This design comes from an exercise in tuning for small area, a short achievable clock period and few clock cycles per item on the open sky130 flow, not from production work.
Function was checked by simulation only, so behaviour that the tests miss may differ from the original.
Power and IR drop assume default switching activity.

==> job 672 <==
## curve_tangler
module curve_tangler (
    input  wire        clk,
    input  wire        rst,         
    input  wire        cmd_valid,
    output wire        cmd_ready,
    input  wire [1:0]  cmd_op,
    input  wire [63:0] cmd_arg,
    output wire        rsp_valid,
    input  wire        rsp_ready,
    output wire [63:0] rsp_data
);
    reg  valid;
    assign cmd_ready = ~valid | rsp_ready;
    assign rsp_valid = valid;
    wire hil = cmd_op[1];
    wire det = cmd_op[0];
    wire ent = hil & ~det;           
    wire [31:0] ax = cmd_arg[63:32];
    wire [31:0] ay = cmd_arg[31:0];
    wire [31:0] u, s, lm01, lm10, lv0, lv1;
    genvar k;
    generate for (k = 0; k < 32; k = k + 1) begin : g_leaf
        assign u[k]    = det ? cmd_arg[2*k+1] : ax[k];
        assign s[k]    = det ? cmd_arg[2*k] : (ax[k] ^ ay[k]);
        assign lm01[k] = ent & s[k];
        assign lm10[k] = ent & ~s[k];
        assign lv0[k]  = hil & s[k] & u[k];
        assign lv1[k]  = hil & ~(s[k] | u[k]);
    end endgenerate
    wire gmc_1;
    assign gmc_1 = (lv0[31] ^ (lm01[30] & lv1[31]) ^ lv0[30]);
    wire gmp_2;
    assign gmp_2 = ((lm10[30] & lv0[31]) ^ lv1[31] ^ lv1[30]);
    wire gm_3;
    assign gm_3 = ~((lm01[28] & lm10[29]));
    wire gm_4;
    assign gm_4 = (lm01[29] ^ lm01[28]);
    wire gm_5;
    assign gm_5 = (lm10[28] ^ lm10[29]);
    wire gm_6;
    assign gm_6 = ~((lm10[28] & lm01[29]));
    wire gm_7;
    assign gm_7 = (lv0[29] ^ (lm01[28] & lv1[29]) ^ lv0[28]);
    wire gm_8;
    assign gm_8 = ((lm10[28] & lv0[29]) ^ lv1[29] ^ lv1[28]);
    wire gmc_9;
  ...
export LEC_CHECK = 0
export ABC_AREA = 1
export CAP_MARGIN = 20
export CORE_MARGIN = 2
export CORE_UTILIZATION = 40
export GPL_ROUTABILITY_DRIVEN = 1
export GPL_TIMING_DRIVEN = 1
export PLACE_DENSITY = 0.6
export SLEW_MARGIN = 20
create_clock -name core_clock -period 10.0 [get_ports {clk}]
standard.sh (not shown) runs the stock make flow with config.mk's settings and CLKGATE_MAP_FILE= SYNTH_SCRIPT=/design/flow/synth_recipe.tcl, a recipe that flattens the netlist after the stock synthesis.
==> flow/flow/run.sh <==
#!/bin/bash
# The standard layout, with these changes to how it is made:
#  - if flow/abc_area.script exists, ABC maps the logic with it (here: two rounds of
#    the standard area mapping)
#  - the setup repair aims at the slack margin in flow/margin.txt
#  - the port buffers are sky130_fd_sc_hd__buf_1
# Registers, constraints and clock period are those of the standard flow.
set -euo pipefail
MARGIN=$(cat flow/margin.txt)
rm -rf scripts_x
cp -r "$FLOW_HOME/scripts" scripts_x
if [[ -f flow/abc_area.script ]]; then
  cp flow/abc_area.script scripts_x/abc_area.script
fi
bash standard.sh "SCRIPTS_DIR=$PWD/scripts_x" "SETUP_SLACK_MARGIN=$MARGIN" \
  "BUFFER_PORTS_ARGS=-buffer_cell sky130_fd_sc_hd__buf_1" finish > flow_make.log 2>&1
==> flow/flow/abc_area.script <==
strash
dch
map -B 0.9
topo
strash
dch
map -B 0.9
topo
stime -c
buffer -c
upsize -c
dnsize -c
==> flow/flow/margin.txt <==
4.95
==> inputs of job 7559, as changes to job 672 <==
==> flow/flow/run.sh (replaced) <==
#!/bin/bash
# The standard layout, with these changes to how it is made:
#  - if flow/abc_area.script exists, ABC maps the logic with it
#  - the setup repair aims at the slack margin in flow/margin.txt
#  - the port buffers are sky130_fd_sc_hd__buf_2
# Registers, constraints and clock period are those of the standard flow.
set -euo pipefail
MARGIN=$(cat flow/margin.txt)
rm -rf scripts_x
cp -r "$FLOW_HOME/scripts" scripts_x
if [[ -f flow/abc_area.script ]]; then
  cp flow/abc_area.script scripts_x/abc_area.script
fi
bash standard.sh "SCRIPTS_DIR=$PWD/scripts_x" "SETUP_SLACK_MARGIN=$MARGIN" \
  "BUFFER_PORTS_ARGS=-buffer_cell sky130_fd_sc_hd__buf_2" finish > flow_make.log 2>&1
==> flow/flow/margin.txt (replaced) <==
4.8
removed: flow/flow/abc_area.script
==> inputs of job 1708, as changes to job 672 <==
--- a/flow/flow/run.sh
+++ b/flow/flow/run.sh
@@ -1,7 +1,6 @@
 #!/bin/bash
 # The standard layout, with these changes to how it is made:
-#  - if flow/abc_area.script exists, ABC maps the logic with it (here: two rounds of
-#    the standard area mapping)
+#  - if flow/abc_area.script exists, ABC maps the logic with it
 #  - the setup repair aims at the slack margin in flow/margin.txt
 #  - the port buffers are sky130_fd_sc_hd__buf_1
 # Registers, constraints and clock period are those of the standard flow.
==> flow/flow/margin.txt (replaced) <==
5.1
removed: flow/flow/abc_area.script
==> inputs of job 6889, as changes to job 672 <==
--- a/flow/flow/run.sh
+++ b/flow/flow/run.sh
@@ -1,7 +1,6 @@
 #!/bin/bash
 # The standard layout, with these changes to how it is made:
-#  - if flow/abc_area.script exists, ABC maps the logic with it (here: two rounds of
-#    the standard area mapping)
+#  - if flow/abc_area.script exists, ABC maps the logic with it
 #  - the setup repair aims at the slack margin in flow/margin.txt
 #  - the port buffers are sky130_fd_sc_hd__buf_1
 # Registers, constraints and clock period are those of the standard flow.
--- a/flow/config.mk
+++ b/flow/config.mk
@@ -9,6 +9,8 @@
 export CAP_MARGIN = 20
 export CORE_MARGIN = 2
 export CORE_UTILIZATION = 40
+export CTS_CLUSTER_DIAMETER = 100
+export CTS_CLUSTER_SIZE = 50
 export GPL_ROUTABILITY_DRIVEN = 1
 export GPL_TIMING_DRIVEN = 1
 export PLACE_DENSITY = 0.6
removed: flow/flow/abc_area.script
==> notes.md <==
Design area, highest first: job 672, job 1708, job 6889, job 7559. Between job 672 and job 1708, the lower hold slack is in job 672 (gap 52 ps). In flip-flop and latch count, job 672 and job 7559 do not differ. Clock power, highest first: job 1708, job 672, job 6889, job 7559.
Testbench counts of job 672, summed over its fixed seeds: cycles 8,008, items 8,000.
Testbench counts of job 7559, summed over its fixed seeds: cycles 8,008, items 8,000.
Testbench counts of job 1708, summed over its fixed seeds: cycles 8,008, items 8,000.
Testbench counts of job 6889, summed over its fixed seeds: cycles 8,008, items 8,000.

## afterwards: timing with drivers on the ports
The results above use ideal ports. As a check the final layouts listed here were re-extracted and re-timed, cells and wires unchanged. Step 1 assumes that a clkbuf_16 drives the clock port and a buf_2 every other input. Step 2 times the ports against the registers' clock, not the clock port: input delays grow and output delays shrink by t, the midpoint of the rising clock arrivals with the driver on. Three values: ideal ports, drivers, drivers and shift; two values: the first two.
run	shift t [ns]	slack for setup (ns)	worst slew at a driven data input, ns
job 672	0.369	5.120 / 5.086 / 4.717	0.18
job 7559	0.371	5.077 / 5.037 / 4.711	0.05
job 1708	0.370	5.260 / 5.143 / 4.772	0.17
job 6889	0.376	5.223 / 5.124 / 4.748	0.20
After both steps setup and hold are still met in every run listed. For job 1708, which loses most, drivers alone change the setup slack by -0.117 ns; drivers and shift together by -0.488 ns.
